Source: an optimization exercise on an open RTL-to-GDS flow (aim: small area). Production flows keep margins and buffers that such runs may drop. At most, simulation tests tie the RTL to the original design; equivalence was not proved. Power and IR drop assume default switching activity.

==> inputs of run a <==
// qcore
module qcore (
  input              clk,
  input              RESET,       
  input      [15:0]  CMD,
  input      [31:0]  DIN,
  input              CMD_VALID,
  output             READY,
  output reg [31:0]  DOUT,
  output             FAULT,
  output     [3:0]   ERRCODE,
  output reg [15:0]  ERRCMD,
  output     [127:0] MOUT
);
export LEC_CHECK = 0
export CAP_MARGIN = 20
export CORE_MARGIN = 2
export CORE_UTILIZATION = 60
export SETUP_SLACK_MARGIN = 0.5
export SLEW_MARGIN = 20
create_clock -name core_clock -period 19.0 [get_ports {clk}]
standard.sh (not shown) runs the stock make flow with config.mk's settings and CLKGATE_MAP_FILE= SYNTH_SCRIPT=/design/flow/synth_recipe.tcl, a recipe that flattens the netlist after the stock synthesis.
==> flow/flow/run.sh <==
#!/bin/bash
set -euo pipefail
export BUFFER_PORTS_ARGS="-buffer_cell sky130_fd_sc_hd__buf_1"
export CTS_ARGS="-sink_clustering_enable -repair_clock_nets -buf_list sky130_fd_sc_hd__clkbuf_4 -sink_clustering_size 10 -sink_clustering_max_diameter 50 -dont_use_dummy_load"
bash ./standard.sh > standard_flow.log 2>&1
==> run b (differences from run a) <==
--- a/flow/design.v
+++ b/flow/design.v
@@ -262,13 +262,14 @@
       YC: Yw = B1[31:16];
       YD: Yw = B1[15:0];
       default: Yw = 16'h5A82;
     endcase
   end
   wire [2:0] kstep = cnt;
-  wire [16:0] yx = {Yw, 1'b0};
+  wire        yfix = x_eq8 && (Yw == 16'h8000);
+  wire [16:0] yx = {Yw[15:1], Yw[0] | yfix, 1'b0};
   wire [2:0] trip = yx[{kstep, 1'b0} +: 3];
   wire b_neg  = trip[2] && !(trip[1] && trip[0]);
   wire b_zero = (trip == 3'b000) || (trip == 3'b111);
   wire b_two  = (trip == 3'b011) || (trip == 3'b100);
   reg [1:0] tsel_e, asel_e; reg inv_e, cin_e;
   always @* begin
@@ -314,16 +315,25 @@
       AM1:  Aop = 18'h3FFFF;
       AP1:  Aop = 18'd1;
       default: Aop = 18'd0;
     endcase
   end
   wire [17:0] Bop  = inv_e ? ~T : T;
-  wire [17:0] sum  = Aop + Bop + {17'd0, cin_e};
+  wire [18:0] cy;
+  wire [17:0] sum;
+  assign cy[0] = cin_e;
+  genvar gi;
+  generate
+    for (gi = 0; gi < 18; gi = gi + 1) begin : g_add
+      assign sum[gi]  = Aop[gi] ^ Bop[gi] ^ cy[gi];
+      assign cy[gi+1] = (Aop[gi] & Bop[gi]) | (cy[gi] & (Aop[gi] ^ Bop[gi]));
+    end
+  endgenerate
   wire [15:0] wsum = sat16(sum);
   wire [17:0] sum2 = {{2{sum[17]}}, sum[17:2]};
-  wire [15:0] msat = sat16({sum[17], sum[17:1]});
+  wire [17:0] sum1 = {sum[17], sum[17:1]};
   wire cond  = (!wph || ph == wval) && (!wsph || sph == wval[2:0]);
   wire fire  = busy && cond;
   wire kend  = (cnt == 3'd7);
   wire multi = (kind != K1);
   wire sdone = fire && (!multi || kend);
   wire [15:0] t_re = (fire && d_wre) ? wsum : head[31:16];
@@ -374,13 +384,13 @@
   end
   always @(posedge clk) begin
     if (accept) B1 <= DIN;
     else if (fire && d_b1h) B1 <= head;
     if (fire && d_b0s) B0 <= B1;
     if (fire && kind == KMUL) begin
-      ACC    <= (kstep == 3'd7) ? {{2{msat[15]}}, msat} : sum2;
+      ACC    <= (kstep == 3'd7) ? sum1 : sum2;
       sticky <= ((kstep == 3'd0) ? 1'b0 : sticky) | ((kstep == 3'd7) ? sum[0] : (sum[1] | sum[0]));
     end else if (fire && d_acc)
       ACC <= sum;
     if (fire && d_ssv) ssv <= sticky;
     if (fire && d_r)   R <= wsum;
     if (fire && d_dre) DOUT[31:16] <= wsum;
==> flow/flow/run.sh (replaced) <==
#!/bin/bash
# The standard layout (standard.sh) with three changes to how the layout is made:
#  - ABC maps the logic with an area-oriented script (flow/abc_area.script, selected by
#    ABC_AREA=1) instead of one that buffers and upsizes; registers are untouched;
#  - the port buffers are the smallest buffer cell;
#  - the clock tree uses clkbuf_4 leaf clusters and no dummy loads.
set -euo pipefail
rm -rf ./scripts_local
cp -r "$FLOW_HOME/scripts" ./scripts_local
cp ./flow/abc_area.script ./scripts_local/abc_area.script
export SCRIPTS_DIR="$PWD/scripts_local"
export BUFFER_PORTS_ARGS="-buffer_cell sky130_fd_sc_hd__buf_1"
export CTS_ARGS="-sink_clustering_enable -repair_clock_nets -buf_list sky130_fd_sc_hd__clkbuf_4 -sink_clustering_size 8 -sink_clustering_max_diameter 40 -dont_use_dummy_load"
bash ./standard.sh > standard_flow.log 2>&1
==> flow/flow/abc_area.script (new file) <==
strash
dch -f
map -a
mfs2
strash
dch -f
map -a
topo
- ABC_AREA: not set -> 1
==> run c (differences from run a) <==
--- a/flow/design.v
+++ b/flow/design.v
@@ -41,13 +41,13 @@
   assign ERRCODE = {1'b0, ecode};
   assign FAULT   = |ecode;
   reg        busy;
   assign READY = ~busy;
   reg [4:0]  u;
   reg [3:0]  p;
-  reg [2:0]  cnt;
+  reg [4:0]  cnt;
   reg [14:0] mz0, mz1, mz2, mz3, mo0, mo1, mo2, mo3;
   assign MOUT = {1'b0, mz3, 1'b0, mo3, 1'b0, mz2, 1'b0, mo2,
                  1'b0, mz1, 1'b0, mo1, 1'b0, mz0, 1'b0, mo0};
   wire [3:0] opc = CMD[15:12];
   wire [3:0] f2  = CMD[11:8];
   wire [3:0] f1  = CMD[7:4];
@@ -92,36 +92,33 @@
   wire       skip = c_opc[0] && !i0[cq];    
   localparam XA = 3'd0, XB = 3'd1, XC = 3'd2, XD = 3'd3, XR = 3'd4, XS = 3'd5, XK = 3'd6;
   localparam TX = 2'd0, THF = 2'd1, T2X = 2'd2, TZ = 2'd3;
   localparam AACC = 2'd0, AZ = 2'd1, AM1 = 2'd2, AP1 = 2'd3;
   localparam C0 = 3'd0, C1 = 3'd1, CX0 = 3'd2, CNX0 = 3'd3, CNS = 3'd4;
   localparam TKP = 3'd0, TKF = 3'd1, TKN = 3'd2, TKNN = 3'd3, TKMF = 3'd4;
-  localparam K1 = 2'd0, KMUL = 2'd1, KPASS = 2'd2;
+  localparam K1 = 2'd0, KMUL = 2'd1, KPASS = 2'd2, KZERO = 2'd3;
   localparam YC = 2'd0, YD = 2'd1, YK = 2'd2;
   reg [2:0] xsel; reg [1:0] tsel; reg inv; reg [1:0] asel; reg [2:0] csel; reg [2:0] tk;
   reg wph, wsph; reg [4:0] wval;
   reg [1:0] kind; reg [1:0] ysel;
-  reg d_acc, d_r, d_dre, d_dim, d_wre, d_wim, d_b1h, d_b0s, d_mout, d_ssv;
+  reg d_acc, d_r, d_dre, d_dim, d_wre, d_wim, d_wfull, d_b1h, d_b0s, d_mout, d_ssv;
   reg done, endunit, first;
   wire [4:0] s0w = {1'b0, i0};
   wire [4:0] s1w = {1'b0, i1};
   wire       lastp = (p[2:0] == 3'd7);
   always @* begin
     xsel = XA; tsel = TZ; inv = 1'b0; asel = AZ; csel = C0; tk = TKP;
     wph = 1'b0; wsph = 1'b0; wval = 5'd0;
     kind = K1; ysel = YC;
-    d_acc = 0; d_r = 0; d_dre = 0; d_dim = 0; d_wre = 0; d_wim = 0;
+    d_acc = 0; d_r = 0; d_dre = 0; d_dim = 0; d_wre = 0; d_wim = 0; d_wfull = 0;
     d_b1h = 0; d_b0s = 0; d_mout = 0; d_ssv = 0;
     done = 1'b0; endunit = 1'b0; first = 1'b0;
     case (c_opc)
-      4'h1: case (u)                                                         
-        5'd0: begin wph = 1'b1; wval = {1'b0, p}; d_wre = 1'b1; d_wim = 1'b1; endunit = (p != 4'd15); end
-        default: begin wph = 1'b1; wval = 5'd0; xsel = XK; tsel = T2X; d_wre = 1'b1; done = 1'b1; end
-      endcase
+      4'h1: begin kind = KZERO; done = 1'b1; end                            
       4'h7, 4'h8, 4'h9: begin                                                
-        wph = 1'b1; xsel = u[0] ? XD : XC; tsel = TX; d_wre = !u[0]; d_wim = u[0]; done = u[0];
+        wph = 1'b1; d_wfull = 1'b1; done = 1'b1;
         wval = (c_opc == 4'h7) ? {1'b0, c_f0} : (c_opc == 4'h8 ? 5'd16 : 5'd17);
       end
       4'h6: case (u)                                                         
         5'd0: begin wph = 1'b1; wval = {1'b0, c_f0}; d_b1h = 1'b1; end
         5'd1: begin xsel = XC; tsel = TX; d_dre = 1'b1; end
         default: begin xsel = XD; tsel = TX; d_dim = 1'b1; done = 1'b1; end
@@ -238,13 +235,13 @@
           endcase
         end
       end
       default: done = 1'b1;                                                  
     endcase
   end
-  wire [31:0] kg = gate_entry(c_opc[2] ? gs : 3'd6, c_f0[1], c_f0[0]);    
+  wire [31:0] kg = gate_entry(gs, c_f0[1], c_f0[0]);
   reg  [15:0] X;
   always @* begin
     case (xsel)
       XA: X = B0[31:16];
       XB: X = B0[15:0];
       XC: X = B1[31:16];
@@ -261,13 +258,13 @@
     case (ysel)
       YC: Yw = B1[31:16];
       YD: Yw = B1[15:0];
       default: Yw = 16'h5A82;
     endcase
   end
-  wire [2:0] kstep = cnt;
+  wire [2:0] kstep = cnt[2:0];
   wire [16:0] yx = {Yw, 1'b0};
   wire [2:0] trip = yx[{kstep, 1'b0} +: 3];
   wire b_neg  = trip[2] && !(trip[1] && trip[0]);
   wire b_zero = (trip == 3'b000) || (trip == 3'b111);
   wire b_two  = (trip == 3'b011) || (trip == 3'b100);
   reg [1:0] tsel_e, asel_e; reg inv_e, cin_e;
@@ -320,17 +317,22 @@
   wire [17:0] sum  = Aop + Bop + {17'd0, cin_e};
   wire [15:0] wsum = sat16(sum);
   wire [17:0] sum2 = {{2{sum[17]}}, sum[17:2]};
   wire [15:0] msat = sat16({sum[17], sum[17:1]});
   wire cond  = (!wph || ph == wval) && (!wsph || sph == wval[2:0]);
   wire fire  = busy && cond;
-  wire kend  = (cnt == 3'd7);
+  wire kend  = (kind == KZERO) ? (cnt == 5'd17) : (cnt[2:0] == 3'd7);
   wire multi = (kind != K1);
   wire sdone = fire && (!multi || kend);
-  wire [15:0] t_re = (fire && d_wre) ? wsum : head[31:16];
-  wire [15:0] t_im = (fire && d_wim) ? wsum : head[15:0];
+  wire zw = fire && (kind == KZERO) && !ph[4];
+  wire [15:0] t_re = (fire && d_wfull) ? B1[31:16] :
+                     (fire && d_wre)   ? wsum :
+                     zw                ? {1'b0, {15{ph[3:0] == 4'd0}}} : head[31:16];
+  wire [15:0] t_im = (fire && d_wfull) ? B1[15:0] :
+                     (fire && d_wim)   ? wsum :
+                     zw                ? 16'd0 : head[15:0];
   wire [14:0] sc7 = (fire && kind == KPASS) ? wsum[14:0] : sc0;
   always @(posedge clk) begin
     ring <= {t_re, t_im, ring[32*18-1:32]};
     scr  <= {sc7, scr[15*8-1:15]};
     if (RESET) begin
       ph  <= 5'd0;
@@ -350,20 +352,20 @@
         ERRCMD <= CMD;
         if (dec != 3'd0) ecode <= dec;
         else begin
           busy <= 1'b1;
           u    <= 5'd0;
           p    <= 4'd0;
-          cnt  <= 3'd0;
+          cnt  <= 5'd0;
         end
       end
     end else if (fire) begin
       if (multi && !kend)
-        cnt <= cnt + 3'd1;
+        cnt <= cnt + 5'd1;
       else begin
-        cnt <= 3'd0;
+        cnt <= 5'd0;
         if (done) begin
           busy   <= 1'b0;
           ERRCMD <= 16'd0;
         end else if (endunit) begin
           u <= 5'd0;
           p <= p + 4'd1;
==> flow/flow/run.sh (replaced) <==
#!/bin/bash
set -euo pipefail
export BUFFER_PORTS_ARGS="-buffer_cell sky130_fd_sc_hd__buf_1"
bash ./standard.sh > standard_flow.log 2>&1
- CTS_BUF_LIST: not set -> sky130_fd_sc_hd__clkbuf_4
==> run d (differences from run a) <==
--- a/flow/design.v
+++ b/flow/design.v
@@ -41,13 +41,13 @@
   assign ERRCODE = {1'b0, ecode};
   assign FAULT   = |ecode;
   reg        busy;
   assign READY = ~busy;
   reg [4:0]  u;
   reg [3:0]  p;
-  reg [2:0]  cnt;
+  reg [4:0]  cnt;
   reg [14:0] mz0, mz1, mz2, mz3, mo0, mo1, mo2, mo3;
   assign MOUT = {1'b0, mz3, 1'b0, mo3, 1'b0, mz2, 1'b0, mo2,
                  1'b0, mz1, 1'b0, mo1, 1'b0, mz0, 1'b0, mo0};
   wire [3:0] opc = CMD[15:12];
   wire [3:0] f2  = CMD[11:8];
   wire [3:0] f1  = CMD[7:4];
@@ -92,36 +92,33 @@
   wire       skip = c_opc[0] && !i0[cq];    
   localparam XA = 3'd0, XB = 3'd1, XC = 3'd2, XD = 3'd3, XR = 3'd4, XS = 3'd5, XK = 3'd6;
   localparam TX = 2'd0, THF = 2'd1, T2X = 2'd2, TZ = 2'd3;
   localparam AACC = 2'd0, AZ = 2'd1, AM1 = 2'd2, AP1 = 2'd3;
   localparam C0 = 3'd0, C1 = 3'd1, CX0 = 3'd2, CNX0 = 3'd3, CNS = 3'd4;
   localparam TKP = 3'd0, TKF = 3'd1, TKN = 3'd2, TKNN = 3'd3, TKMF = 3'd4;
-  localparam K1 = 2'd0, KMUL = 2'd1, KPASS = 2'd2;
+  localparam K1 = 2'd0, KMUL = 2'd1, KPASS = 2'd2, KZERO = 2'd3;
   localparam YC = 2'd0, YD = 2'd1, YK = 2'd2;
   reg [2:0] xsel; reg [1:0] tsel; reg inv; reg [1:0] asel; reg [2:0] csel; reg [2:0] tk;
   reg wph, wsph; reg [4:0] wval;
   reg [1:0] kind; reg [1:0] ysel;
-  reg d_acc, d_r, d_dre, d_dim, d_wre, d_wim, d_b1h, d_b0s, d_mout, d_ssv;
+  reg d_acc, d_r, d_dre, d_dim, d_wre, d_wim, d_wfull, d_b1h, d_b0s, d_mout, d_ssv;
   reg done, endunit, first;
   wire [4:0] s0w = {1'b0, i0};
   wire [4:0] s1w = {1'b0, i1};
   wire       lastp = (p[2:0] == 3'd7);
   always @* begin
     xsel = XA; tsel = TZ; inv = 1'b0; asel = AZ; csel = C0; tk = TKP;
     wph = 1'b0; wsph = 1'b0; wval = 5'd0;
     kind = K1; ysel = YC;
-    d_acc = 0; d_r = 0; d_dre = 0; d_dim = 0; d_wre = 0; d_wim = 0;
+    d_acc = 0; d_r = 0; d_dre = 0; d_dim = 0; d_wre = 0; d_wim = 0; d_wfull = 0;
     d_b1h = 0; d_b0s = 0; d_mout = 0; d_ssv = 0;
     done = 1'b0; endunit = 1'b0; first = 1'b0;
     case (c_opc)
-      4'h1: case (u)                                                         
-        5'd0: begin wph = 1'b1; wval = {1'b0, p}; d_wre = 1'b1; d_wim = 1'b1; endunit = (p != 4'd15); end
-        default: begin wph = 1'b1; wval = 5'd0; xsel = XK; tsel = T2X; d_wre = 1'b1; done = 1'b1; end
-      endcase
+      4'h1: begin kind = KZERO; done = 1'b1; end                            
       4'h7, 4'h8, 4'h9: begin                                                
-        wph = 1'b1; xsel = u[0] ? XD : XC; tsel = TX; d_wre = !u[0]; d_wim = u[0]; done = u[0];
+        wph = 1'b1; d_wfull = 1'b1; done = 1'b1;
         wval = (c_opc == 4'h7) ? {1'b0, c_f0} : (c_opc == 4'h8 ? 5'd16 : 5'd17);
       end
       4'h6: case (u)                                                         
         5'd0: begin wph = 1'b1; wval = {1'b0, c_f0}; d_b1h = 1'b1; end
         5'd1: begin xsel = XC; tsel = TX; d_dre = 1'b1; end
         default: begin xsel = XD; tsel = TX; d_dim = 1'b1; done = 1'b1; end
@@ -238,13 +235,13 @@
           endcase
         end
       end
       default: done = 1'b1;                                                  
     endcase
   end
-  wire [31:0] kg = gate_entry(c_opc[2] ? gs : 3'd6, c_f0[1], c_f0[0]);    
+  wire [31:0] kg = gate_entry(gs, c_f0[1], c_f0[0]);
   reg  [15:0] X;
   always @* begin
     case (xsel)
       XA: X = B0[31:16];
       XB: X = B0[15:0];
       XC: X = B1[31:16];
@@ -261,13 +258,13 @@
     case (ysel)
       YC: Yw = B1[31:16];
       YD: Yw = B1[15:0];
       default: Yw = 16'h5A82;
     endcase
   end
-  wire [2:0] kstep = cnt;
+  wire [2:0] kstep = cnt[2:0];
   wire [16:0] yx = {Yw, 1'b0};
   wire [2:0] trip = yx[{kstep, 1'b0} +: 3];
   wire b_neg  = trip[2] && !(trip[1] && trip[0]);
   wire b_zero = (trip == 3'b000) || (trip == 3'b111);
   wire b_two  = (trip == 3'b011) || (trip == 3'b100);
   reg [1:0] tsel_e, asel_e; reg inv_e, cin_e;
@@ -320,17 +317,22 @@
   wire [17:0] sum  = Aop + Bop + {17'd0, cin_e};
   wire [15:0] wsum = sat16(sum);
   wire [17:0] sum2 = {{2{sum[17]}}, sum[17:2]};
   wire [15:0] msat = sat16({sum[17], sum[17:1]});
   wire cond  = (!wph || ph == wval) && (!wsph || sph == wval[2:0]);
   wire fire  = busy && cond;
-  wire kend  = (cnt == 3'd7);
+  wire kend  = (kind == KZERO) ? (cnt == 5'd17) : (cnt[2:0] == 3'd7);
   wire multi = (kind != K1);
   wire sdone = fire && (!multi || kend);
-  wire [15:0] t_re = (fire && d_wre) ? wsum : head[31:16];
-  wire [15:0] t_im = (fire && d_wim) ? wsum : head[15:0];
+  wire zw = fire && (kind == KZERO) && !ph[4];
+  wire [15:0] t_re = (fire && d_wfull) ? B1[31:16] :
+                     (fire && d_wre)   ? wsum :
+                     zw                ? {1'b0, {15{ph[3:0] == 4'd0}}} : head[31:16];
+  wire [15:0] t_im = (fire && d_wfull) ? B1[15:0] :
+                     (fire && d_wim)   ? wsum :
+                     zw                ? 16'd0 : head[15:0];
   wire [14:0] sc7 = (fire && kind == KPASS) ? wsum[14:0] : sc0;
   always @(posedge clk) begin
     ring <= {t_re, t_im, ring[32*18-1:32]};
     scr  <= {sc7, scr[15*8-1:15]};
     if (RESET) begin
       ph  <= 5'd0;
@@ -350,20 +352,20 @@
         ERRCMD <= CMD;
         if (dec != 3'd0) ecode <= dec;
         else begin
           busy <= 1'b1;
           u    <= 5'd0;
           p    <= 4'd0;
-          cnt  <= 3'd0;
+          cnt  <= 5'd0;
         end
       end
     end else if (fire) begin
       if (multi && !kend)
-        cnt <= cnt + 3'd1;
+        cnt <= cnt + 5'd1;
       else begin
-        cnt <= 3'd0;
+        cnt <= 5'd0;
         if (done) begin
           busy   <= 1'b0;
           ERRCMD <= 16'd0;
         end else if (endunit) begin
           u <= 5'd0;
           p <= p + 4'd1;
==> flow/run.sh (new file) <==
#!/bin/bash
# synth_recipe.tcl (not shown) runs the flow's synth.tcl, then flattens the netlist and writes it again
# the make line also repeats each setting of config.mk as NAME=value (left out here)
make -C /OpenROAD-flow-scripts/flow DESIGN_CONFIG=/design/flow/config.mk WORK_HOME=/design/flow/orfs CLKGATE_MAP_FILE= SYNTH_SCRIPT=/design/flow/synth_recipe.tcl finish
- CORE_UTILIZATION: 60 -> 40
removed: flow/flow/run.sh
removed: flow/standard.sh
==> qor.txt <==
multi-input combinational area share = 22.96%
worst-path fanout max = 29
sequential area share after synthesis = 71.61%
Slew @ Worst Pin = 1039 ps
status = no timing/DRC/antenna violations
Die Wd = 233.9 um
Comb power frac = 8.2%
max incr delay on CP = 950 ps
-- figures above: run c

==> qor.txt <==
Comb power frac = 13.5%
multi-input combinational area share = 25.07%
worst-path fanout max = 24
sequential area share after synthesis = 70.84%
status = no timing/DRC/antenna violations
Slew @ Worst Pin = 1084 ps
-- figures above: run a

==> qor.txt <==
status = no timing/DRC/antenna violations
Comb power frac = 7.7%
WL final = 85.78 mm
Slew @ Worst Pin = 1134 ps
worst-path fanout max = 29
max incr delay on CP = 1000 ps
Die Wd = 285.5 um
-- figures above: run d

==> qor.txt <==
sequential area share after synthesis = 77.68%
Die Wd = 224.4 um
status = no timing/DRC/antenna violations
Comb power frac = 13.8%
max incr delay on CP = 550 ps
multi-input combinational area share = 17.72%
Slew @ Worst Pin = 1138 ps
worst-path fanout max = 16
-- figures above: run b

Function not checked in run a and run b: the RTL went through the layout flow alone.

what the ideal ports hide:
No port has a modelled driver above. Below, the same layouts with a new extraction and two added sets of constraints.
Step 1 (the two cells are an assumption about what drives the block):
set clk [get_ports {clk}]
set_driving_cell -lib_cell sky130_fd_sc_hd__clkbuf_16 $clk
set_driving_cell -lib_cell sky130_fd_sc_hd__buf_2 [delete_from_list [all_inputs] $clk]
Step 2 times the ports against the registers' clock, not the clock port: input delays grow and output delays shrink by t, the midpoint of the rising clock arrivals with the driver on.
a / b / c = ideal / step 1 / step 2; a / b = the first two.
run | t (ns) | setup slack, ns | latest minus earliest clock arrival (ns) | slew at the worst register clock pin (ns)
run a | 0.917 | 7.554 / 7.554 / 7.554 | 0.089 / 0.089 | 0.12 / 0.12
run b | 0.988 | 1.957 / 1.957 / 1.957 | 0.081 / 0.080 | 0.10 / 0.10
run c | 1.075 | 7.431 / 7.431 / 7.431 | 0.068 / 0.067 | 0.08 / 0.08
run d | 0.708 | 7.650 / 7.650 / 7.650 | 0.045 / 0.044 | 0.06 / 0.06
After both steps every run listed still meets setup and hold.
